This design comes from an exercise in tuning for small area, a short achievable clock period and few clock cycles per item on the open sky130 flow, not from production work. Where RTL was checked, it was by simulation tests only, not by an equivalence proof against the original. Power figures rest on the tool's default switching activity, not on a simulated workload.

==> job 4360: inputs <==
==> flow/design.v (excerpt) <==
module nru_itoa (
    input  wire        clk,
    input  wire        rst_n,       
    input  wire        start,
    input  wire        ptr,         
    input  wire [63:0] value,       
    input  wire [31:0] prec,        
    input  wire [7:0]  flags,       
    output wire        ready,
    output reg         done,
    output wire [9:0]  span_start,
    output wire [9:0]  span_len,
    output reg  [15:0] head,
    output reg  [1:0]  hlen,
    input  wire [8:0]  rd_addr,
    output wire [7:0]  rd_data
);
clock: 6.0 ns
lec_check: 0
cap_margin: 20
core_margin: 2
core_utilization: 40
slew_margin: 20
synth_hierarchical: 1
synth_minimum_keep_size: 0
run.sh (not shown) runs the stock make flow with config.mk's settings and CLKGATE_MAP_FILE= SYNTH_SCRIPT=/design/flow/synth_recipe.tcl, a recipe that flattens the netlist after the stock synthesis.
==> job 2454 (differences from job 4360) <==
--- a/flow/design.v
+++ b/flow/design.v
@@ -99,28 +99,45 @@
         oct_in[11] = u[62];
         oct_in[15] = u[63];
     end
     wire [DW-1:0] dig_in = dec_in ? {DW{1'b0}} :
                            (!ptr && f_radix == R8) ? oct_in : {{(DW-64){1'b0}}, u};
+    reg  [63:0] lo_nz;          
+    integer b;
+    always @(*) begin
+        lo_nz[0] = 1'b0;
+        for (b = 1; b < 64; b = b + 1) lo_nz[b] = lo_nz[b-1] | value[b-1];
+    end
+    wire [63:0] mag_in = value ^ ({64{is_neg}} & lo_nz);
+    reg  [6:0]  bdig;           
+    reg  [4:0]  odig;           
+    reg  [4:0]  hdig;           
+    integer b2;
+    always @(*) begin
+        bdig = 7'd0;
+        for (b2 = 0; b2 < 64; b2 = b2 + 1)
+            if (u[b2]) bdig = b2[6:0] + 7'd1;
+        odig = 5'd0;
+        for (b2 = 0; b2 < 22; b2 = b2 + 1)
+            if (|((u >> (3 * b2)) & 64'd7)) odig = b2[4:0] + 5'd1;
+        hdig = 5'd0;
+        for (b2 = 0; b2 < 16; b2 = b2 + 1)
+            if (|u[4*b2 +: 4]) hdig = b2[4:0] + 5'd1;
+    end
+    wire [6:0]  ndig_in = (f_radix == R2) ? bdig :
+                          (f_radix == R8) ? {2'd0, odig} : {2'd0, hdig};
+    wire [9:0]  sl_in = (dec_in || ptr || minlen_in > {3'd0, ndig_in}) ? minlen_in : {3'd0, ndig_in};
     reg           busy;
     reg  [PW-1:0] cp;           
-    reg           neg;          
     reg  [1:0]    radix;
     reg           uc;
-    reg  [9:0]    minlen;
+    reg  [9:0]    sl;           
+    reg           dec;          
     reg  [DW-1:0] dig;          
     reg  [63:0]   bin;          
     assign ready = !busy;
-    reg  [NCH-1:0] bnz;
-    reg  [NCH-1:0] lowz;        
-    always @(*) begin
-        for (c = 0; c < NCH; c = c + 1) bnz[c] = |bin[c*K +: K];
-        lowz[0] = 1'b1;
-        for (c = 1; c < NCH; c = c + 1) lowz[c] = lowz[c-1] & !bnz[c-1];
-    end
-    wire [K-1:0] bchunk = bin[cp*K +: K];
-    wire [K-1:0] chunk  = neg ? ~bchunk + {{(K-1){1'b0}}, lowz[cp]} : bchunk;
+    wire [K-1:0] chunk = bin[cp*K +: K];
     function integer ndd;       
         input integer l;
         integer i;
         reg [127:0] lim, p;
         begin
@@ -159,16 +176,16 @@
             done <= 1'b0;
             if (!busy) begin
                 if (start) begin
                     radix  <= rad_in;
                     uc     <= !ptr && f_uc;
-                    minlen <= minlen_in;
+                    sl     <= sl_in;
+                    dec    <= dec_in;
                     head   <= head_in;
                     hlen   <= hlen_in;
                     dig    <= dig_in;
-                    bin    <= value;
-                    neg    <= is_neg;
+                    bin    <= mag_in;
                     cp     <= top_in;
                     if (dec_in && (is_neg || u_nz)) busy <= 1'b1;
                     else                            done <= 1'b1;
                 end
             end else begin
@@ -180,36 +197,28 @@
                 end
             end
         end
     end
     wire [79:0] digx = {{(80-DW){1'b0}}, dig};
-    reg [63:0] dnz;             
+    reg  [19:0] dz;             
+    reg  [19:0] ge;             
     integer d;
     always @(*) begin
-        dnz = 64'd0;
-        case (radix)
-            R2: dnz = dig[63:0];
-            R8: begin
-                for (d = 0; d < 19; d = d + 1) dnz[d] = |dig[4*d +: 3];
-                dnz[19] = dig[19] | dig[23] | dig[27];
-                dnz[20] = dig[3] | dig[7] | dig[11];
-                dnz[21] = dig[15];
-            end
-            default:
-                for (d = 0; d < 20; d = d + 1) dnz[d] = |digx[4*d +: 4];
-        endcase
-    end
-    reg [6:0] ndig;
-    integer n;
-    always @(*) begin
-        ndig = 7'd0;
-        for (n = 0; n < 64; n = n + 1)
-            if (dnz[n]) ndig = n[6:0] + 7'd1;
-    end
-    wire       use_min = minlen > {3'd0, ndig};
-    assign span_len   = use_min ? minlen : {3'd0, ndig};
-    assign span_start = 10'd512 - span_len;
+        for (d = 0; d < 20; d = d + 1) begin
+            dz[d] = |digx[4*d +: 4];
+            ge[d] = sl <= d + 1;
+        end
+    end
+    reg  [4:0]  dn;             
+    always @(*) begin
+        dn = 5'd0;
+        for (d = 0; d < 20; d = d + 1)
+            if (dz[d]) dn = d + 1;
+    end
+    wire        use_dn = dec && (|(dz & ge));
+    assign span_len   = use_dn ? {5'd0, dn} : sl;
+    assign span_start = use_dn ? 10'd512 - {5'd0, dn} : 10'd512 - sl;
     wire [8:0]  pos  = ~rd_addr;                     
     wire [4:0]  nsel = (radix == R2) ? {1'b0, pos[5:2]} : pos[4:0];
     wire [3:0]  nib  = (nsel < 5'd20) ? digx[4*nsel +: 4] : 4'd0;
     reg  [3:0]  dv;
     always @(*) begin
@@ -220,8 +229,19 @@
                       (pos[4:0] == 5'd20) ? {1'b0, dig[11], dig[7], dig[3]} :
                       (pos[4:0] == 5'd21) ? {3'd0, dig[15]} : {1'b0, nib[2:0]};
             default: dv = (pos[8:5] == 4'd0) ? nib : 4'd0;
         endcase
     end
-    wire letter = dv[3] & (dv[2] | dv[1]);
-    assign rd_data = letter ? {2'b01, ~uc, 2'b00, dv[2:0] - 3'd1} : {4'h3, dv};
+    reg  [7:0]  chr;
+    always @(*) begin
+        case (dv)
+            4'hA:    chr = uc ? 8'h41 : 8'h61;
+            4'hB:    chr = uc ? 8'h42 : 8'h62;
+            4'hC:    chr = uc ? 8'h43 : 8'h63;
+            4'hD:    chr = uc ? 8'h44 : 8'h64;
+            4'hE:    chr = uc ? 8'h45 : 8'h65;
+            4'hF:    chr = uc ? 8'h46 : 8'h66;
+            default: chr = {4'h3, dv};
+        endcase
+    end
+    assign rd_data = chr;
 endmodule
==> flow/config.mk (replaced) <==
export PLATFORM = sky130hd
export DESIGN_NAME = nru_itoa
export DESIGN_NICKNAME = nru_itoa
export VERILOG_FILES = /design/flow/design.v
export SDC_FILE = /design/flow/constraint.sdc
export NUM_CORES = 4
export LEC_CHECK = 0
export ABC_CLOCK_PERIOD_IN_PS = 3500
export CAP_MARGIN = 20
export CORE_MARGIN = 2
export CORE_UTILIZATION = 40
export SETUP_SLACK_MARGIN = 2
export SLEW_MARGIN = 20
export SYNTH_HIERARCHICAL = 1
export SYNTH_MINIMUM_KEEP_SIZE = 0
==> job 328 (differences from job 4360) <==
--- a/flow/design.v
+++ b/flow/design.v
@@ -99,28 +99,43 @@
         oct_in[11] = u[62];
         oct_in[15] = u[63];
     end
     wire [DW-1:0] dig_in = dec_in ? {DW{1'b0}} :
                            (!ptr && f_radix == R8) ? oct_in : {{(DW-64){1'b0}}, u};
+    reg  [63:0] lo_nz;          
+    integer b;
+    always @(*) begin
+        lo_nz[0] = 1'b0;
+        for (b = 1; b < 64; b = b + 1) lo_nz[b] = lo_nz[b-1] | u[b-1];
+    end
+    wire [63:0] mag_in = (u ^ ({64{is_neg}} & lo_nz)) & {{32{f_w64}}, 32'hFFFF_FFFF};
+    reg  [6:0]  blen;
+    always @(*) begin
+        blen = 7'd0;
+        for (b = 0; b < 64; b = b + 1)
+            if (u[b]) blen = b[6:0] + 7'd1;
+    end
+    reg  [4:0]  oct_len;        
+    integer t;
+    always @(*) begin
+        oct_len = 5'd0;
+        for (t = 1; t <= 64; t = t + 1)
+            if (blen == t[6:0]) oct_len = (t + 2) / 3;
+    end
+    wire [6:0]  ndig_in = (f_radix == R2) ? blen :
+                          (f_radix == R8) ? {2'd0, oct_len} : {1'b0, blen[6:2]} + {6'd0, |blen[1:0]};
+    wire [9:0]  sl_in = (dec_in || ptr || minlen_in > {3'd0, ndig_in}) ? minlen_in : {3'd0, ndig_in};
     reg           busy;
     reg  [PW-1:0] cp;           
-    reg           neg;          
     reg  [1:0]    radix;
     reg           uc;
-    reg  [9:0]    minlen;
+    reg  [9:0]    sl;           
+    reg           dec;          
     reg  [DW-1:0] dig;          
     reg  [63:0]   bin;          
     assign ready = !busy;
-    reg  [NCH-1:0] bnz;
-    reg  [NCH-1:0] lowz;        
-    always @(*) begin
-        for (c = 0; c < NCH; c = c + 1) bnz[c] = |bin[c*K +: K];
-        lowz[0] = 1'b1;
-        for (c = 1; c < NCH; c = c + 1) lowz[c] = lowz[c-1] & !bnz[c-1];
-    end
-    wire [K-1:0] bchunk = bin[cp*K +: K];
-    wire [K-1:0] chunk  = neg ? ~bchunk + {{(K-1){1'b0}}, lowz[cp]} : bchunk;
+    wire [K-1:0] chunk = bin[cp*K +: K];
     function integer ndd;       
         input integer l;
         integer i;
         reg [127:0] lim, p;
         begin
@@ -159,16 +174,16 @@
             done <= 1'b0;
             if (!busy) begin
                 if (start) begin
                     radix  <= rad_in;
                     uc     <= !ptr && f_uc;
-                    minlen <= minlen_in;
+                    sl     <= sl_in;
+                    dec    <= dec_in;
                     head   <= head_in;
                     hlen   <= hlen_in;
                     dig    <= dig_in;
-                    bin    <= value;
-                    neg    <= is_neg;
+                    bin    <= mag_in;
                     cp     <= top_in;
                     if (dec_in && (is_neg || u_nz)) busy <= 1'b1;
                     else                            done <= 1'b1;
                 end
             end else begin
@@ -180,36 +195,28 @@
                 end
             end
         end
     end
     wire [79:0] digx = {{(80-DW){1'b0}}, dig};
-    reg [63:0] dnz;             
+    reg  [19:0] dz;             
+    reg  [19:0] ge;             
     integer d;
     always @(*) begin
-        dnz = 64'd0;
-        case (radix)
-            R2: dnz = dig[63:0];
-            R8: begin
-                for (d = 0; d < 19; d = d + 1) dnz[d] = |dig[4*d +: 3];
-                dnz[19] = dig[19] | dig[23] | dig[27];
-                dnz[20] = dig[3] | dig[7] | dig[11];
-                dnz[21] = dig[15];
-            end
-            default:
-                for (d = 0; d < 20; d = d + 1) dnz[d] = |digx[4*d +: 4];
-        endcase
-    end
-    reg [6:0] ndig;
-    integer n;
-    always @(*) begin
-        ndig = 7'd0;
-        for (n = 0; n < 64; n = n + 1)
-            if (dnz[n]) ndig = n[6:0] + 7'd1;
-    end
-    wire       use_min = minlen > {3'd0, ndig};
-    assign span_len   = use_min ? minlen : {3'd0, ndig};
-    assign span_start = 10'd512 - span_len;
+        for (d = 0; d < 20; d = d + 1) begin
+            dz[d] = |digx[4*d +: 4];
+            ge[d] = sl <= d + 1;
+        end
+    end
+    reg  [4:0]  dn;             
+    always @(*) begin
+        dn = 5'd0;
+        for (d = 0; d < 20; d = d + 1)
+            if (dz[d]) dn = d + 1;
+    end
+    wire        use_dn = dec && (|(dz & ge));
+    assign span_len   = use_dn ? {5'd0, dn} : sl;
+    assign span_start = use_dn ? 10'd512 - {5'd0, dn} : 10'd512 - sl;
     wire [8:0]  pos  = ~rd_addr;                     
     wire [4:0]  nsel = (radix == R2) ? {1'b0, pos[5:2]} : pos[4:0];
     wire [3:0]  nib  = (nsel < 5'd20) ? digx[4*nsel +: 4] : 4'd0;
     reg  [3:0]  dv;
     always @(*) begin
==> job 8318 (differences from job 4360) <==
--- a/flow/design.v
+++ b/flow/design.v
@@ -99,28 +99,43 @@
         oct_in[11] = u[62];
         oct_in[15] = u[63];
     end
     wire [DW-1:0] dig_in = dec_in ? {DW{1'b0}} :
                            (!ptr && f_radix == R8) ? oct_in : {{(DW-64){1'b0}}, u};
+    reg  [63:0] lo_nz;          
+    integer b;
+    always @(*) begin
+        lo_nz[0] = 1'b0;
+        for (b = 1; b < 64; b = b + 1) lo_nz[b] = lo_nz[b-1] | u[b-1];
+    end
+    wire [63:0] mag_in = (u ^ ({64{is_neg}} & lo_nz)) & {{32{f_w64}}, 32'hFFFF_FFFF};
+    reg  [6:0]  blen;
+    always @(*) begin
+        blen = 7'd0;
+        for (b = 0; b < 64; b = b + 1)
+            if (u[b]) blen = b[6:0] + 7'd1;
+    end
+    reg  [4:0]  oct_len;        
+    integer t;
+    always @(*) begin
+        oct_len = 5'd0;
+        for (t = 1; t <= 64; t = t + 1)
+            if (blen == t[6:0]) oct_len = (t + 2) / 3;
+    end
+    wire [6:0]  ndig_in = (f_radix == R2) ? blen :
+                          (f_radix == R8) ? {2'd0, oct_len} : {1'b0, blen[6:2]} + {6'd0, |blen[1:0]};
+    wire [9:0]  sl_in = (dec_in || ptr || minlen_in > {3'd0, ndig_in}) ? minlen_in : {3'd0, ndig_in};
     reg           busy;
     reg  [PW-1:0] cp;           
-    reg           neg;          
     reg  [1:0]    radix;
     reg           uc;
-    reg  [9:0]    minlen;
+    reg  [9:0]    sl;           
+    reg           dec;          
     reg  [DW-1:0] dig;          
     reg  [63:0]   bin;          
     assign ready = !busy;
-    reg  [NCH-1:0] bnz;
-    reg  [NCH-1:0] lowz;        
-    always @(*) begin
-        for (c = 0; c < NCH; c = c + 1) bnz[c] = |bin[c*K +: K];
-        lowz[0] = 1'b1;
-        for (c = 1; c < NCH; c = c + 1) lowz[c] = lowz[c-1] & !bnz[c-1];
-    end
-    wire [K-1:0] bchunk = bin[cp*K +: K];
-    wire [K-1:0] chunk  = neg ? ~bchunk + {{(K-1){1'b0}}, lowz[cp]} : bchunk;
+    wire [K-1:0] chunk = bin[cp*K +: K];
     function integer ndd;       
         input integer l;
         integer i;
         reg [127:0] lim, p;
         begin
@@ -159,16 +174,16 @@
             done <= 1'b0;
             if (!busy) begin
                 if (start) begin
                     radix  <= rad_in;
                     uc     <= !ptr && f_uc;
-                    minlen <= minlen_in;
+                    sl     <= sl_in;
+                    dec    <= dec_in;
                     head   <= head_in;
                     hlen   <= hlen_in;
                     dig    <= dig_in;
-                    bin    <= value;
-                    neg    <= is_neg;
+                    bin    <= mag_in;
                     cp     <= top_in;
                     if (dec_in && (is_neg || u_nz)) busy <= 1'b1;
                     else                            done <= 1'b1;
                 end
             end else begin
@@ -180,36 +195,28 @@
                 end
             end
         end
     end
     wire [79:0] digx = {{(80-DW){1'b0}}, dig};
-    reg [63:0] dnz;             
+    reg  [19:0] dz;             
+    reg  [19:0] ge;             
     integer d;
     always @(*) begin
-        dnz = 64'd0;
-        case (radix)
-            R2: dnz = dig[63:0];
-            R8: begin
-                for (d = 0; d < 19; d = d + 1) dnz[d] = |dig[4*d +: 3];
-                dnz[19] = dig[19] | dig[23] | dig[27];
-                dnz[20] = dig[3] | dig[7] | dig[11];
-                dnz[21] = dig[15];
-            end
-            default:
-                for (d = 0; d < 20; d = d + 1) dnz[d] = |digx[4*d +: 4];
-        endcase
-    end
-    reg [6:0] ndig;
-    integer n;
-    always @(*) begin
-        ndig = 7'd0;
-        for (n = 0; n < 64; n = n + 1)
-            if (dnz[n]) ndig = n[6:0] + 7'd1;
-    end
-    wire       use_min = minlen > {3'd0, ndig};
-    assign span_len   = use_min ? minlen : {3'd0, ndig};
-    assign span_start = 10'd512 - span_len;
+        for (d = 0; d < 20; d = d + 1) begin
+            dz[d] = |digx[4*d +: 4];
+            ge[d] = sl <= d + 1;
+        end
+    end
+    reg  [4:0]  dn;             
+    always @(*) begin
+        dn = 5'd0;
+        for (d = 0; d < 20; d = d + 1)
+            if (dz[d]) dn = d + 1;
+    end
+    wire        use_dn = dec && (|(dz & ge));
+    assign span_len   = use_dn ? {5'd0, dn} : sl;
+    assign span_start = use_dn ? 10'd512 - {5'd0, dn} : 10'd512 - sl;
     wire [8:0]  pos  = ~rd_addr;                     
     wire [4:0]  nsel = (radix == R2) ? {1'b0, pos[5:2]} : pos[4:0];
     wire [3:0]  nib  = (nsel < 5'd20) ? digx[4*nsel +: 4] : 4'd0;
     reg  [3:0]  dv;
     always @(*) begin
--- a/flow/config.mk
+++ b/flow/config.mk
@@ -6,8 +6,9 @@
 export NUM_CORES = 4
 export LEC_CHECK = 0
 export CAP_MARGIN = 20
 export CORE_MARGIN = 2
 export CORE_UTILIZATION = 40
+export SETUP_SLACK_MARGIN = 1.5
 export SLEW_MARGIN = 20
 export SYNTH_HIERARCHICAL = 1
 export SYNTH_MINIMUM_KEEP_SIZE = 0
==> notes <==
Job 328 finished with timing, DRC and antenna clean. Job 2454 ran to the end with no violations. Job 8318 finished clean. Job 4360 produced a layout that fails on setup timing.
Cell count, lowest first: job 4360, job 328, job 8318, job 2454.
Sequential power: job 328 is larger than job 4360 (about 3%).
Total power, lowest first: job 4360, job 328, job 8318, job 2454.
Via count: job 8318 is higher than job 4360 (9.7%).
Hold slack: job 4360 is lower than job 8318 (0.41 ns).
Wire length: job 8318 is lower than job 2454 (about 17%).
Clock-buffer cell count is the same in job 8318 and job 2454.
Between job 328 and job 8318, the lower global-route usage is in job 328 (gap 0.83 points).
Testbench counts of job 4360, summed over its fixed seeds: cycles 13,482, items 4,800.
Only the layout flow was run in job 2454, job 328 and job 8318; the RTL was not checked for function there.

==> port drivers added, routing unchanged <==
The flow's constraints put no driver on any port. The routed layouts listed below were extracted and timed again, unchanged, in two steps.
Step 1 sets driving cells, clkbuf_16 on the clock port and buf_2 on the other inputs (assumed; they add their load-dependent delay and slew).
Step 2 adds t to the input delays and takes it off the output delays; t is the mean of the earliest and latest rising clock arrival at the registers after step 1. Input paths then give back, and output paths get back, about the clock's delay inside the block.
Slacks: ideal / step 1 / step 2; pairs: ideal / step 1.
run | t (ns) | setup WS [ns] | slew at the worst register clock pin (ns) | worst data-port slew with drivers (ns)
job 4360 | 0.520 | -0.110 / -0.168 / 0.252 | 0.08 / 0.08 | 0.06
job 2454 | 0.518 | 1.094 / 1.046 / 0.598 | 0.08 / 0.08 | 0.15
job 328 | 0.513 | 0.184 / 0.163 / -0.187 | 0.09 / 0.09 | 0.09
job 8318 | 0.520 | 0.853 / 0.815 / 0.501 | 0.08 / 0.08 | 0.14
With both steps, setup timing fails in job 328, where it was met with ideal ports. For job 2454, which loses most, drivers alone change the setup slack by -0.048 ns; drivers and shift together by -0.496 ns.
